From an optimization exercise on the open Yosys and OpenROAD flow, aimed at small area, a short achievable clock period and few clock cycles; shortcuts taken in it are not production practice. At most, simulation tests tie the RTL to the original design; equivalence was not proved. Power figures rest on the tool's default switching activity, not on a simulated workload.

## evsub_tga
module evsub_tga (
    input  wire        clk,
    input  wire        rst_n,       
    input  wire        tirq,        
    input  wire        sf_valid,    
    output wire        sf_ready,    
    input  wire [73:0] sf_data,     
    input  wire        sf_err,      
    output wire        ev_valid,    
    input  wire        ev_ready,    
    output wire [39:0] ev_data,     
    output wire        halted       
);
    localparam [2:0] K_PPRESS = 3'd0;
    localparam [2:0] K_PMOVE  = 3'd1;
    localparam [2:0] K_PREL   = 3'd2;
    localparam [2:0] K_PEXIT  = 3'd3;
    localparam [2:0] K_KPRESS = 3'd4;
    localparam [2:0] K_KREL   = 3'd5;
    function [1:0] keyzone;
        input [15:0] x;
        begin
            if (x < 16'd107)      keyzone = 2'd0;
            else if (x < 16'd214) keyzone = 2'd1;
            else if (x < 16'd320) keyzone = 2'd2;
            else                  keyzone = 2'd3;
        end
    endfunction
    reg tirq_q;
    reg tirq_pend;
    reg in_sess;
    reg halt_r;
    wire tirq_fall = tirq_q & ~tirq;
    wire start     = ~in_sess & ~halt_r & (tirq_pend | tirq_fall);
    reg        hv, tv;
    reg [24:0] hp0, hp1, tp0, tp1;
    reg [3:0]  hc, tc;
    assign sf_ready = in_sess & ~tv;
    wire take     = sf_valid & sf_ready;
    wire take_ok  = take & ~sf_err;
    wire [1:0]  in_n  = sf_data[73:72];
    wire [32:0] in_q0 = sf_data[68:36];    
    wire [32:0] in_q1 = sf_data[32:0];
    wire in_v0 = in_n[1] | in_n[0];
    wire in_v1 = in_n[1];
    wire in_g0 = (in_q0[15:8] == 8'd0) & (in_q0[7:4] != 4'hF);
    wire in_g1 = (in_q1[15:8] == 8'd0) & (in_q1[7:4] != 4'hF);
    wire [1:0] in_z0 = keyzone(in_q0[31:16]);
    wire [1:0] in_z1 = keyzone(in_q1[31:16]);
    wire in_k0 = (in_z0 != 2'd3);
    wire in_k1 = (in_z1 != 2'd3);
  ...
Size: about 750 cells after synthesis, about 180 flip-flops.
export LEC_CHECK = 0
export CAP_MARGIN = 40
export CORE_MARGIN = 2
export CORE_UTILIZATION = 60
export SLEW_MARGIN = 40
create_clock -name core_clock -period 11.0 [get_ports {clk}]
standard.sh (not shown) runs the stock make flow with config.mk's settings and CLKGATE_MAP_FILE= SYNTH_SCRIPT=/design/flow/synth_recipe.tcl, a recipe that flattens the netlist after the stock synthesis.
==> flow/flow/run.sh <==
#!/bin/bash
set -euo pipefail
export BUFFER_PORTS_ARGS="-buffer_cell sky130_fd_sc_hd__buf_1"
export SETUP_SLACK_MARGIN=7.2
bash standard.sh > flow_standard.log 2>&1
The first run ran to the end with no violations.
Testbench counts at the start, summed over its fixed seeds: cycles 9,358.
==> next run, changes <==
==> flow/flow/run.sh (replaced) <==
#!/bin/bash
set -euo pipefail
export BUFFER_PORTS_ARGS="-buffer_cell sky130_fd_sc_hd__buf_1"
export SETUP_SLACK_MARGIN=7.0
bash standard.sh > flow_standard.log 2>&1
Effect:
- wire length decreases by about 0.33%
- final area decreases by about 0.8%
- hold slack got worse by 0.0061 ns
==> next run, changes <==
==> flow/flow/run.sh (replaced) <==
#!/bin/bash
set -euo pipefail
export BUFFER_PORTS_ARGS="-buffer_cell sky130_fd_sc_hd__buf_1"
export SETUP_SLACK_MARGIN=7.5
bash standard.sh > flow_standard.log 2>&1
After rerunning: Clock-buffer cell count came out lower by 3. Global-route usage climbs by 0.19 points. Total power came out lower by 0.84%. Worst setup slack improves by 0.31 ns. Critical path depth stays the same. Cell area came out higher by 3.1%. Via count increases by 1.6%. Utilization climbs by 2.1 points. Routed wire length grows by 3.3%.

Setup of wip/willow:
Another version of the RTL of evsub_tga (not shown whole).
Size in the first run: about 1600 cells after synthesis, ~120 I/O pins.
Settings: LEC_CHECK=0, ABC_AREA=1, CAP_MARGIN=40, CORE_MARGIN=2, CORE_UTILIZATION=60, SLEW_MARGIN=40; clock period 11.0 ns.
==> flow/flow/run.sh <==
#!/bin/bash
set -euo pipefail
export BUFFER_PORTS_ARGS="-buffer_cell sky130_fd_sc_hd__buf_1"
export SETUP_SLACK_MARGIN=7.5
bash standard.sh > flow_standard.log 2>&1
Testbench counts of wip/willow, summed over its fixed seeds: cycles 9,358.
## Diff of input files: wip/onyx against wip/willow
Settings: ABC_AREA: 1 -> unset; CORE_UTILIZATION: 60 -> 75.
==> flow/flow/run.sh <==
#!/bin/bash
set -euo pipefail
export BUFFER_PORTS_ARGS="-buffer_cell sky130_fd_sc_hd__buf_1"
export SETUP_SLACK_MARGIN=7.0
bash standard.sh > flow_standard.log 2>&1
### Flow results
Critical path depth ends up higher on wip/willow. Summary of wip/onyx over wip/willow: final routed wire length divided by cell count climbed 14%, clock power fell by about 2.8%, simple-gate share of the synthesized area shows a reduction of 22 points, global-route usage fell by 0.94 points. Comparing wip/willow and wip/onyx, the higher reported net switching power was measured on wip/willow. Run comparison: wip/onyx most frequent standard cell in the layout excluding fill and tap cells sky130_fd_sc_hd__edfxtp_1; wip/willow most frequent standard cell in the layout excluding fill and tap cells sky130_fd_sc_hd__nand2_1.
Modified inputs, wip/yarrow compared to wip/onyx
Settings: changing CORE_UTILIZATION from 75 to 60; setting ABC_AREA to 1 for the first time.
- Each of the runs, namely wip/yarrow and wip/onyx, reached the end of the flow and came out clean.
- Comparing the two runs side by side, wip/yarrow comes out ahead of wip/onyx on setup slack of the critical path after layout.
- Compared to wip/onyx, wip/yarrow was floorplanned on a bigger die.
- Re worst relative slew slack: wip/yarrow and wip/onyx aren't equal, and the higher value belongs to wip/yarrow.
- wip/onyx → wip/yarrow: flip-flop and latch count saw little to no change, gate count after technology mapping saw an increase, via count saw an increase, count of final setup violators saw little to no change.
For wip/quartz, these inputs were changed with respect to wip/yarrow:
Settings: removing ABC_AREA (formerly 1).
==> flow/flow/run.sh <==
#!/bin/bash
set -euo pipefail
export BUFFER_PORTS_ARGS="-buffer_cell sky130_fd_sc_hd__buf_1"
export SETUP_SLACK_MARGIN=7.5
bash standard.sh > flow_standard.log 2>&1
Findings:
After detailed routing, wip/yarrow needs more wire than wip/quartz.
Taking wip/yarrow as the reference, in wip/quartz die width lost 7.8 µm, layout overhead on the synthesized area went up, overall track demand over capacity in global routing lost 8.3 points, power went up.
Against wip/yarrow, number of cells produced by synthesis in wip/quartz fell by more than a quarter.
Against wip/yarrow, detailed-route wire length on metal 1 in wip/quartz fell by more than 10%.
Filler cell count in the final layout shrinks by more than 10% when moving from wip/yarrow to wip/quartz.
Compared wip/quartz vs wip/yarrow, and post-cts gate resize count is up in wip/quartz.
Changes in wip/xenon relative to wip/quartz:
Settings: CTS_BUF_LIST now sky130_fd_sc_hd__clkbuf_4 sky130_fd_sc_hd__clkbuf_8, previously not set.
==> flow/flow/run.sh <==
#!/bin/bash
set -euo pipefail
export BUFFER_PORTS_ARGS="-buffer_cell sky130_fd_sc_hd__buf_1"
export SETUP_SLACK_MARGIN=7.0
bash standard.sh > flow_standard.log 2>&1
==> run notes <==
- Looking at the reports, wip/xenon completed the entire flow and the layout it produced met the timing, design-rule and antenna checks.
- There was hardly any difference in count of unique library cells instantiated by Yosys between wip/xenon and wip/quartz.
- wip/xenon against wip/quartz; summed area of non-filler cells in the final layout is down by a few percent.
- Changes observed in wip/xenon relative to wip/quartz: relative area change from synthesis to final layout -5.0 points; non-clock buffer count moved down; share of final-layout standard cells stronger than drive strength 1 went down 1.7 points.
- Diff wip/quartz -> wip/xenon: detailed-route vias per instance now smaller, total power after layout now smaller, number of cells traversed by the worst register-to-register path now smaller.
- Hold slack on wip/xenon is up relative to wip/quartz.
- Going from wip/quartz to wip/xenon, number of vias in the routed layout saw a decrease, proportion of power drawn by combinational gates saw a decrease.

Setup of job 5139:
The RTL this note starts from:
==> flow/design.v <==
module evsub_tga (
    input  wire        clk,
    input  wire        rst_n,       
    input  wire        tirq,        
    input  wire        sf_valid,    
    output wire        sf_ready,    
    input  wire [73:0] sf_data,     
    input  wire        sf_err,      
    output wire        ev_valid,    
    input  wire        ev_ready,    
    output wire [39:0] ev_data,     
    output wire        halted       
);
    localparam [2:0] K_PPRESS = 3'd0;
    localparam [2:0] K_PMOVE  = 3'd1;
    localparam [2:0] K_PREL   = 3'd2;
    localparam [2:0] K_PEXIT  = 3'd3;
    localparam [2:0] K_KPRESS = 3'd4;
    localparam [2:0] K_KREL   = 3'd5;
    function [1:0] keyzone;
        input [15:0] x;
        begin
            if (x < 16'd107)      keyzone = 2'd0;
            else if (x < 16'd214) keyzone = 2'd1;
            else if (x < 16'd320) keyzone = 2'd2;
            else                  keyzone = 2'd3;
        end
    endfunction
    reg tirq_q;
    reg tirq_pend;
    reg in_sess;
    reg halt_r;
    wire tirq_fall = tirq_q & ~tirq;
    wire start     = ~in_sess & ~halt_r & (tirq_pend | tirq_fall);
    reg        hv, tv;
    reg [1:0]  hn, tn;              
    reg [32:0] hp0, hp1, tp0, tp1;  
    assign sf_ready = in_sess & ~tv;
    wire take     = sf_valid & sf_ready;
    wire take_ok  = take & ~sf_err;
    wire [1:0]  in_n  = sf_data[73:72];
    wire [32:0] in_p0 = sf_data[68:36];
    wire [32:0] in_p1 = sf_data[32:0];
    always @(posedge clk) begin
        tirq_q <= tirq;
        if (!rst_n) begin
            tirq_pend <= 1'b0;
            in_sess   <= 1'b0;
            halt_r    <= 1'b0;
        end else begin
            tirq_pend <= start ? (tirq_pend & tirq_fall) : (tirq_pend | tirq_fall);
            if (take) begin
                if (sf_err) begin
                    halt_r  <= 1'b1;
                    in_sess <= 1'b0;
                end else if (in_n == 2'd0) begin
                    in_sess <= 1'b0;
                end
            end else if (start) begin
                in_sess <= 1'b1;
            end
        end
    end
    assign halted = halt_r;
    reg  [1:0]  active;
    reg         ptr_valid;
    reg         ptr_id;
    reg  [31:0] last0, last1;       
    reg  [5:0]  done;               
    reg         outv;
    reg  [2:0]  o_kind;
    reg  [1:0]  o_key;
    reg  [31:0] o_xy;
    reg         o_show;
    assign ev_valid = outv;
    assign ev_data  = {2'b00, o_kind, o_key, 1'b0, o_xy & {32{o_show}}};
    wire        v0  = hn[1] | hn[0];
    wire        v1  = hn[1];
    wire        id0 = hp0[32];
    wire        id1 = hp1[32];
    wire [31:0] xy0 = hp0[31:0];
    wire [31:0] xy1 = hp1[31:0];
    wire gy0 = (hp0[15:8] == 8'd0) & (hp0[7:4] != 4'hF);    
    wire gy1 = (hp1[15:8] == 8'd0) & (hp1[7:4] != 4'hF);
    wire [1:0] kz0 = keyzone(hp0[31:16]);
    wire [1:0] kz1 = keyzone(hp1[31:16]);
    wire [1:0] kzl0 = keyzone(last0[31:16]);
    wire [1:0] kzl1 = keyzone(last1[31:16]);
    wire eqA0 = (xy0 == last0);
    wire eqA1 = (xy0 == last1);
    wire eqB0 = (xy1 == last0);
    wire eqB1 = (xy1 == last1);
    wire eq01 = (xy0 == xy1);
    wire eqL0 = id0 ? eqA1 : eqA0;      
    wire eqL1 = id1 ? eqB1 : eqB0;      
    wire same = (id0 == id1);
    wire G0 = v0 & gy0;
    wire G1 = v1 & gy1;
    wire B0 = v0 & ~gy0 & (kz0 != 2'd3);
    wire B1 = v1 & ~gy1 & (kz1 != 2'd3);
    wire act_id0 = id0 ? active[1] : active[0];
    wire act_id1 = id1 ? active[1] : active[0];
    wire set0  = G0 & ~ptr_valid & ~act_id0;
    wire pv1   = ptr_valid | set0;
    wire pid1  = set0 ? id0 : ptr_id;
    wire c_g0  = G0 & pv1 & (pid1 == id0);
    wire e_g0  = c_g0 & ~eqL0;
    wire set1  = G1 & ~pv1 & ~act_id1;
    wire pv2   = pv1 | set1;
    wire pid2  = set1 ? id1 : pid1;
    wire c_g1  = G1 & pv2 & (pid2 == id1);
    wire sg    = c_g0 & same;
    wire eq1   = (sg & ~eqL0) ? eq01 : eqL1;
    wire e_g1  = c_g1 & ~eq1;
    wire act1_id1 = act_id1 | (sg & ~eqL0);
    wire ptr_id0 = pv2 & (pid2 == id0);
    wire ptr_id1 = pv2 & (pid2 == id1);
    wire e_b0  = B0 & ~ptr_id0 & ~act_id0;
    wire e_b1  = B1 & ~ptr_id1 & ~act_id1 & ~(e_b0 & same);
    wire [1:0] proc = {(v0 & id0) | (v1 & id1), (v0 & ~id0) | (v1 & ~id1)};
    wire r0  = active[0] & ~proc[0];
    wire r1  = active[1] & ~proc[1];
    wire rp0 = r0 & pv2 & ~pid2;
    wire rp1 = r1 & pv2 & pid2;
    wire w0 = e_g0 | e_b0;
    wire w1 = e_g1 | e_b1;
    wire [1:0] act_n = proc & (active | {w0 & id0, w0 & ~id0} | {w1 & id1, w1 & ~id1});
    wire [5:0] f   = {r1, r0, e_b1, e_b0, e_g1, e_g0};
    wire [5:0] rem = f & ~done;
    wire [5:0] sel = rem & ~{rem[4:0], 1'b0} & ~{rem[3:0], 2'b0} & ~{rem[2:0], 3'b0}
                         & ~{rem[1:0], 4'b0} & ~{rem[0], 5'b0};
    wire [2:0] n_kind = (sel[0] ? {2'b00, act_id0}  : 3'd0)
                      | (sel[1] ? {2'b00, act1_id1} : 3'd0)
                      | ((sel[2] | sel[3]) ? K_KPRESS : 3'd0)
                      | (sel[4] ? (rp0 ? K_PREL : K_KREL) : 3'd0)
                      | (sel[5] ? (rp1 ? K_PREL : K_KREL) : 3'd0);
    wire [1:0] n_key  = (sel[2] ? kz0 : 2'd0)
                      | (sel[3] ? kz1 : 2'd0)
                      | ((sel[4] & ~rp0) ? kzl0 : 2'd0)
                      | ((sel[5] & ~rp1) ? kzl1 : 2'd0);
    wire n_show = sel[0] | sel[1] | (sel[4] & rp0) | (sel[5] & rp1);
    wire none   = (rem == 6'd0);
    wire lastev = ((rem & ~sel) == 6'd0);
    wire o_rel  = o_show & (o_kind == K_PREL);
    wire load   = ~outv | (ev_ready & ~o_rel);
    wire pop    = hv & (none | (load & lastev));
    wire       pv_n  = pv2 & ~(rp0 | rp1);
    wire w1_0 = w1 & ~id1;
    wire w1_1 = w1 &  id1;
    wire w0_0 = w0 & ~id0;
    wire w0_1 = w0 &  id0;
    always @(posedge clk) begin
        if (!rst_n) begin
            hv        <= 1'b0;
            tv        <= 1'b0;
            outv      <= 1'b0;
            done      <= 6'd0;
            active    <= 2'b00;
            ptr_valid <= 1'b0;
            ptr_id    <= 1'b0;
            last0     <= 32'hFFFFFFFF;
            last1     <= 32'hFFFFFFFF;
        end else begin
            if (~hv | pop) begin
                hv <= tv | take_ok;
                if (tv) begin
                    hn <= tn; hp0 <= tp0; hp1 <= tp1;
                end else begin
                    hn <= in_n; hp0 <= in_p0; hp1 <= in_p1;
                end
            end
            if (tv)
                tv <= ~(~hv | pop);
            else
                tv <= take_ok & hv & ~pop;
            if (take) begin
                tn <= in_n; tp0 <= in_p0; tp1 <= in_p1;
            end
            if (hv & ~none & load) begin
                outv   <= 1'b1;
                o_kind <= n_kind;
                o_key  <= n_key;
                o_show <= n_show;
                if (sel[0]) o_xy <= xy0;
                else if (sel[1]) o_xy <= xy1;
            end else if (ev_ready) begin
                if (o_rel) begin
                    o_kind <= K_PEXIT;
                    o_show <= 1'b0;
                end else begin
                    outv <= 1'b0;
                end
            end
            if (pop) begin
                done <= 6'd0;
                if (hn == 2'd0) begin
                    active    <= 2'b00;
                    ptr_valid <= 1'b0;
                    ptr_id    <= 1'b0;
                    last0     <= 32'hFFFFFFFF;
                    last1     <= 32'hFFFFFFFF;
                end else begin
                    active    <= act_n;
                    ptr_valid <= pv_n;
                    ptr_id    <= pid2;
                    if (w1_0) last0 <= xy1; else if (w0_0) last0 <= xy0;
                    if (w1_1) last1 <= xy1; else if (w0_1) last1 <= xy0;
                end
            end else if (hv & load) begin
                done <= done | sel;
            end
        end
    end
endmodule
Settings: LEC_CHECK=0, ABC_CLOCK_PERIOD_IN_PS=3000, CAP_MARGIN=40, CORE_MARGIN=2, CORE_UTILIZATION=40, SLEW_MARGIN=40, TNS_END_PERCENT=100; clock period 11.0 ns.
==> flow/flow/run.sh <==
#!/bin/bash
set -euo pipefail
export SETUP_SLACK_MARGIN="${TGA_SETUP_MARGIN:-7.5}"
bash standard.sh > flow_standard.log 2>&1
Job 5139 did not stop at any stage, and its layout met the timing, design-rule and antenna checks.
What job 8986 does differently from job 5139 at the input level:
Settings: TNS_END_PERCENT removed (was 100); SETUP_SLACK_MARGIN newly set to 5; ABC_CLOCK_PERIOD_IN_PS changed from 3000 to 4000.
==> flow/run.sh (new file) <==
#!/bin/bash
# synth_recipe.tcl (not shown) runs the flow's synth.tcl, then flattens the netlist and writes it again
# the make line also repeats each setting of config.mk as NAME=value (left out here)
make -C /OpenROAD-flow-scripts/flow DESIGN_CONFIG=/design/flow/config.mk WORK_HOME=/design/flow/orfs CLKGATE_MAP_FILE= SYNTH_SCRIPT=/design/flow/synth_recipe.tcl finish
removed: flow/flow/run.sh
removed: flow/standard.sh
## What came out
| global-route usage | higher: job 5139 |
Re endpoint required time on the critical path: job 5139 and job 8986 aren't equal, and the lower value belongs to job 8986.
Compared with job 5139, job 8986 degrades slack of the critical path.
Changes in job 6994 relative to job 8986:
Settings: ABC_CLOCK_PERIOD_IN_PS now 2000, was 4000.
==> run notes <==
Diff job 8986 -> job 6994: global-route wire length before repair about even, count of flip-flops with a built-in enable after synthesis flat, flip-flop and latch count has remained practically unchanged, non-clock buffer count ~0 delta. Total leakage power came out exactly the same in job 8986 and job 6994.
No run of this note included a check of the RTL's function; only the layout flow was run.

-- what the ideal ports hide --
The results above use ideal ports. As a check the final layouts listed here were re-extracted and re-timed, cells and wires unchanged. Step 1 (the two cells are an assumption about what drives the block):
set clk [get_ports {clk}]
set_driving_cell -lib_cell sky130_fd_sc_hd__clkbuf_16 $clk
set_driving_cell -lib_cell sky130_fd_sc_hd__buf_2 [delete_from_list [all_inputs] $clk]
Step 2 adds t to the input delays and takes it off the output delays; t is the mean of the earliest and latest rising clock arrival at the registers after step 1. Input paths then give back, and output paths get back, about the clock's delay inside the block. Slacks: ideal / step 1 / step 2; pairs: ideal / step 1.
run | t (ns) | setup slack, ns | hold slack, ns
the first run of note 1 | 0.474 | 7.371 / 7.371 / 6.935 | 0.490 / 0.490 / 0.490
the second run of note 1 | 0.472 | 7.109 / 7.069 / 6.900 | 0.484 / 0.484 / 0.484
the third run of note 1 | 0.472 | 7.419 / 7.375 / 7.114 | 0.497 / 0.497 / 0.497
wip/willow | 0.581 | 7.177 / 7.125 / 7.048 | 0.451 / 0.451 / 0.451
wip/onyx | 0.569 | 7.048 / 7.001 / 6.586 | 0.482 / 0.482 / 0.482
wip/yarrow | 0.572 | 7.076 / 7.055 / 6.524 | 0.460 / 0.460 / 0.460
wip/quartz | 0.568 | 7.215 / 7.168 / 6.980 | 0.473 / 0.473 / 0.473
wip/xenon | 0.579 | 7.094 / 7.050 / 6.660 | 0.478 / 0.478 / 0.478
job 5139 | 0.609 | 6.102 / 6.102 / 6.102 | 0.483 / 0.483 / 0.483
job 8986 | 0.604 | 5.293 / 5.293 / 5.293 | 0.497 / 0.497 / 0.497
job 6994 | 0.604 | 5.293 / 5.293 / 5.293 | 0.497 / 0.497 / 0.497
After both steps every run listed still meets setup and hold. For wip/yarrow, which loses most, drivers alone change the setup slack by -0.021 ns; drivers and shift together by -0.552 ns.
